From an optimization exercise on the open Yosys and OpenROAD flow, aimed at a short achievable clock period and few clock cycles; shortcuts taken in it are not production practice.
The RTL was checked by simulation tests, not by an equivalence proof against the original design.
No activity file was given, so power comes from the tool's default toggle rates.

== middle ==
Design intc_timer, start of the top module:
module intc_timer (
    input  wire        clk,
    input  wire        rst,
    input  wire        cmd_valid,
    output reg         cmd_ready,
    input  wire [2:0]  cmd_op,
    input  wire [23:0] cmd_arg,
    input  wire [7:0]  cmd_data,
    output reg         rsp_valid,
    output reg  [7:0]  rsp_data,
    output wire [2:0]  pend,
    output reg  [1:0]  irq_line,
    output reg  [15:0] irq_vector
);
    localparam [2:0] OP_POWER    = 3'd0;
    localparam [2:0] OP_STEP     = 3'd1;
    localparam [2:0] OP_READ     = 3'd2;
    localparam [2:0] OP_WRITE    = 3'd3;
    localparam [2:0] OP_LINE     = 3'd4;
    localparam [2:0] OP_BOUNDARY = 3'd5;
    localparam [15:0] VEC_TIQ  = 16'hFFFA;
    localparam [15:0] VEC_IRQ1 = 16'hFFF8;
    localparam [15:0] VEC_IRQ2 = 16'hFFF6;
    localparam [2:0] HOLD = 3'd5;      
    function nvc;
        input [2:0]  op;
        input [2:0]  sel;
        input        d0;
        begin
            nvc = op == OP_STEP || op == OP_POWER ||
                  (op == OP_WRITE && sel == 3'd3 && d0) ||
                  (op == OP_READ && sel == 3'd4);
        end
    endfunction
    reg        s0_v;
    reg [2:0]  s0_op;
    reg [23:0] s0_arg;
    reg [7:0]  s0_data;
    reg [8:0]  s0_m1;       
    reg [9:0]  s0_m3;       
    reg [2:0]  bc;          
    wire s0_nv;                        
    wire s0_flag;                      
    wire s0_adv = s0_v && (bc == 3'd0 || !s0_nv);     
    wire s0_acc = cmd_valid && cmd_ready;
    wire s0_v_n = s0_acc || (s0_v && !s0_adv);
    wire s0_nv_n = s0_acc ? nvc(cmd_op, cmd_arg[2:0], cmd_data[0]) :
                            nvc(s0_op, s0_arg[2:0], s0_data[0]);
    wire [2:0] bc_n = (s0_adv && s0_flag) ? HOLD :
                      (bc != 3'd0) ? bc - 3'd1 : 3'd0;
    always @(posedge clk) begin
        if (rst) begin
            s0_v      <= 1'b0;
            bc        <= 3'd0;
            cmd_ready <= 1'b1;
        end else begin
            s0_v      <= s0_v_n;
            bc        <= bc_n;
  ...
Size: roughly 69 I/O pins, about 0.030 sq mm of cells after synthesis.
Settings: LEC_CHECK=0, ABC_CLOCK_PERIOD_IN_PS=2200, CAP_MARGIN=20, CORE_MARGIN=2, CORE_UTILIZATION=40, SETUP_SLACK_MARGIN=4.0, SLEW_MARGIN=20, TNS_END_PERCENT=100; clock period 6.0 ns.
run.sh (not shown) runs the stock make flow with config.mk's settings and CLKGATE_MAP_FILE= SYNTH_SCRIPT=/design/flow/synth_recipe.tcl, a recipe that flattens the netlist after the stock synthesis.
middle: no failed stages, no open violations at the end
Testbench counts of middle, summed over its fixed seeds: cycles 5,042.
Modified inputs, south compared to middle
-- flow/config.mk --
<<< middle, line 10
export CORE_MARGIN = 2
export CORE_UTILIZATION = 40
export SETUP_SLACK_MARGIN = 4.0
export SLEW_MARGIN = 20
export TNS_END_PERCENT = 100
>>> south, line 10
export CORE_MARGIN = 2
export CORE_UTILIZATION = 40
export SETUP_SLACK_MARGIN = 3.6
export SLEW_MARGIN = 20
export TNS_END_PERCENT = 100
--- outcome ---
Comparing middle and south, met3 layer wire length in the routed design is lower on south. Final sequential cell count across middle and south: no real change. Comparing middle and south, the higher multi-input gate share of total cell area was measured on middle. south has combinational share of power below what middle had. Compared with middle, south shows clock skew lower by 0.011 ns. Reported for middle and south, final sum of negative setup slack turned out identical to the last digit. south vs middle: growth of design area from synthesis to finish down.

Setup of run A:
Another version of the RTL of intc_timer (not shown whole).
For scale: roughly 700 flip-flops, ~69 I/O pins, ~31000 sq um of cells after synthesis.
Settings: LEC_CHECK=0, ABC_CLOCK_PERIOD_IN_PS=2200, CAP_MARGIN=20, CORE_MARGIN=2, CORE_UTILIZATION=40, PLACE_DENSITY=0.7, SETUP_SLACK_MARGIN=3.6, SLEW_MARGIN=20, TNS_END_PERCENT=100; clock period 6.0 ns.
Testbench counts of run A, summed over its fixed seeds: cycles 5,072.
What run B does differently from run A at the input level:
Settings: PLACE_DENSITY: 0.7 -> unset; SETUP_SLACK_MARGIN: 3.6 -> 3.4.
==> results.txt <==
Final cell area: run B below run A
Run B vs run A — final layout net count dropped by a few percent
Between run B and run A, it is run B whose time the final worst path needs with I/O delays and setup is higher, by 0.068 ns.
The filler-free cell count of the finished design number comes out lower for run B vs run A.
Power: run B draws less than run A
Run B — met1 usage in global routing 0.87 points higher, run A as reference
Run B against run A: combinational power down 16%, non-clock buffer count down about 40%, via count down 4.0%.
Looking at area growth from synthesis to layout, run B sits below run A.
Inputs modified between run B and run C:
Settings: SETUP_SLACK_MARGIN: 3.4 -> 3.5.
- Fmax: run C higher than run B
- Count of multi-input gates across run C and run B: no real change.
- [compare] base=run B new=run C: number of placed instances with taps included about even; multiplexer fraction of the synthesized cell area held steady.
- Run C vs run B on part of the cycle the worst path needs: run C is the lower one.
- NOTE internal power contribution run B->run C increased slightly
- The run showing the greater number of buffers other than clock buffers in the final layout is run C.
- Compared to run B, the router laid down more metal wire for run C.
- Run C against run B: first-iteration DRC count now sits lower, power now sits higher.
The inputs of run D differ from those of run C as listed below.
Settings: a change of SETUP_SLACK_MARGIN from 3.5 to 4.0.
--- outcome ---
Run D: done, clean on timing, DRC and antenna
Min data arrival time at the worst-slack endpoint across run C and run D: run C
In run D, non-clock buffer area fraction after layout is higher than in run C.
Run D vs run C on power density over the cells: run D is the lower one.
Run C → run D: maximum frequency has decreased; first-pass GRT wire length went up by 5.6%; actual transition at the worst max-transition pin went up 0.029 ns; power consumed by the clock network shows a reduction of about 3%.
Relative to run C, post-cts repair resize count has increased by 277 in run D.

Starting RTL as in the previous note.
make LEC_CHECK=0 ABC_CLOCK_PERIOD_IN_PS=2200 CAP_MARGIN=20 CORE_MARGIN=2 CORE_UTILIZATION=65 PLACE_DENSITY=0.75 SETUP_SLACK_MARGIN=3.6 SLEW_MARGIN=20 TNS_END_PERCENT=100 finish   # period 6.0 ns
The baseline completed with no timing, DRC or antenna violations.
Testbench counts at the start, summed over its fixed seeds: cycles 5,072.
Next try:
--- a/flow/config.mk
+++ b/flow/config.mk
@@ -9,6 +9,5 @@
 export CAP_MARGIN = 20
 export CORE_MARGIN = 2
-export CORE_UTILIZATION = 65
-export PLACE_DENSITY = 0.75
+export CORE_UTILIZATION = 40
 export SETUP_SLACK_MARGIN = 3.6
 export SLEW_MARGIN = 20
Outcome: The new run finished with timing, DRC and antenna clean; utilization is lower by 32 points; clock skew stays flat; setup slack gets better by 120 ps; power is lower by 0.74%; design area is about the same; wire length is lower by 5.7%; hold slack gets better by 3.9 ps.
Next try:
--- a/flow/config.mk
+++ b/flow/config.mk
@@ -10,5 +10,5 @@
 export CORE_MARGIN = 2
 export CORE_UTILIZATION = 40
-export SETUP_SLACK_MARGIN = 3.6
+export SETUP_SLACK_MARGIN = 3.7
 export SLEW_MARGIN = 20
 export TNS_END_PERCENT = 100
After rerunning:
- The changed run finished with timing, DRC and antenna clean
- die area is unchanged
- worst setup slack got worse by 82 ps
- synthesized area stays the same
- clock-buffer cell count falls by 2
- cell count rises by 1.6%
- core utilization rises by 1.5 points
Next try:
--- a/flow/config.mk
+++ b/flow/config.mk
@@ -9,6 +9,6 @@
 export CAP_MARGIN = 20
 export CORE_MARGIN = 2
-export CORE_UTILIZATION = 40
-export SETUP_SLACK_MARGIN = 3.7
+export CORE_UTILIZATION = 45
+export SETUP_SLACK_MARGIN = 3.2
 export SLEW_MARGIN = 20
 export TNS_END_PERCENT = 100
Sequential share of layout area rises by 4.3 points.
Sequential power falls by about 0.9%.
Critical path depth falls by 9.
Cell area falls by 11%.

-- what the ideal ports hide --
The flow's constraints put no driver on any port. The routed layouts listed below were extracted and timed again, unchanged, in two steps.
Step 1: set_driving_cell puts a clkbuf_16 on clk and a buf_2 on each other input, an assumption about the parent block.
Step 2 also shifts input and output timing later by t, the mid clock arrival at the registers, as if the neighbouring blocks saw the same clock.
Slacks: ideal / step 1 / step 2; pairs: ideal / step 1.
run	shift t [ns]	slack for setup (ns)	hold slack, ns	slew at the worst register clock pin (ns)	pins driven straight from the clock port
middle	0.684	3.072 / 3.072 / 2.924	0.311 / 0.311 / 0.311	0.06 / 0.06	1
south	0.674	3.204 / 3.204 / 2.830	0.321 / 0.321 / 0.321	0.07 / 0.07	1
run A	0.678	3.322 / 3.322 / 2.994	0.316 / 0.316 / 0.316	0.07 / 0.07	1
run B	0.679	3.254 / 3.254 / 2.793	0.311 / 0.311 / 0.311	0.06 / 0.06	1
run C	0.676	3.328 / 3.328 / 2.896	0.311 / 0.311 / 0.311	0.07 / 0.07	1
run D	0.679	3.211 / 3.211 / 3.024	0.320 / 0.320 / 0.320	0.07 / 0.07	1
the first run of note 3	0.668	3.331 / 3.331 / 3.056	0.316 / 0.316 / 0.316	0.07 / 0.07	1
the second run of note 3	0.673	3.451 / 3.423 / 2.961	0.320 / 0.320 / 0.320	0.06 / 0.06	1
the third run of note 3	0.681	3.369 / 3.369 / 3.004	0.309 / 0.309 / 0.309	0.07 / 0.07	1
the fourth run of note 3	0.672	3.261 / 3.199 / 2.692	0.316 / 0.316 / 0.316	0.07 / 0.07	1
After both steps setup and hold are still met in every run listed. For the fourth run of note 3, which loses most, drivers alone change the setup slack by -0.062 ns; drivers and shift together by -0.569 ns.
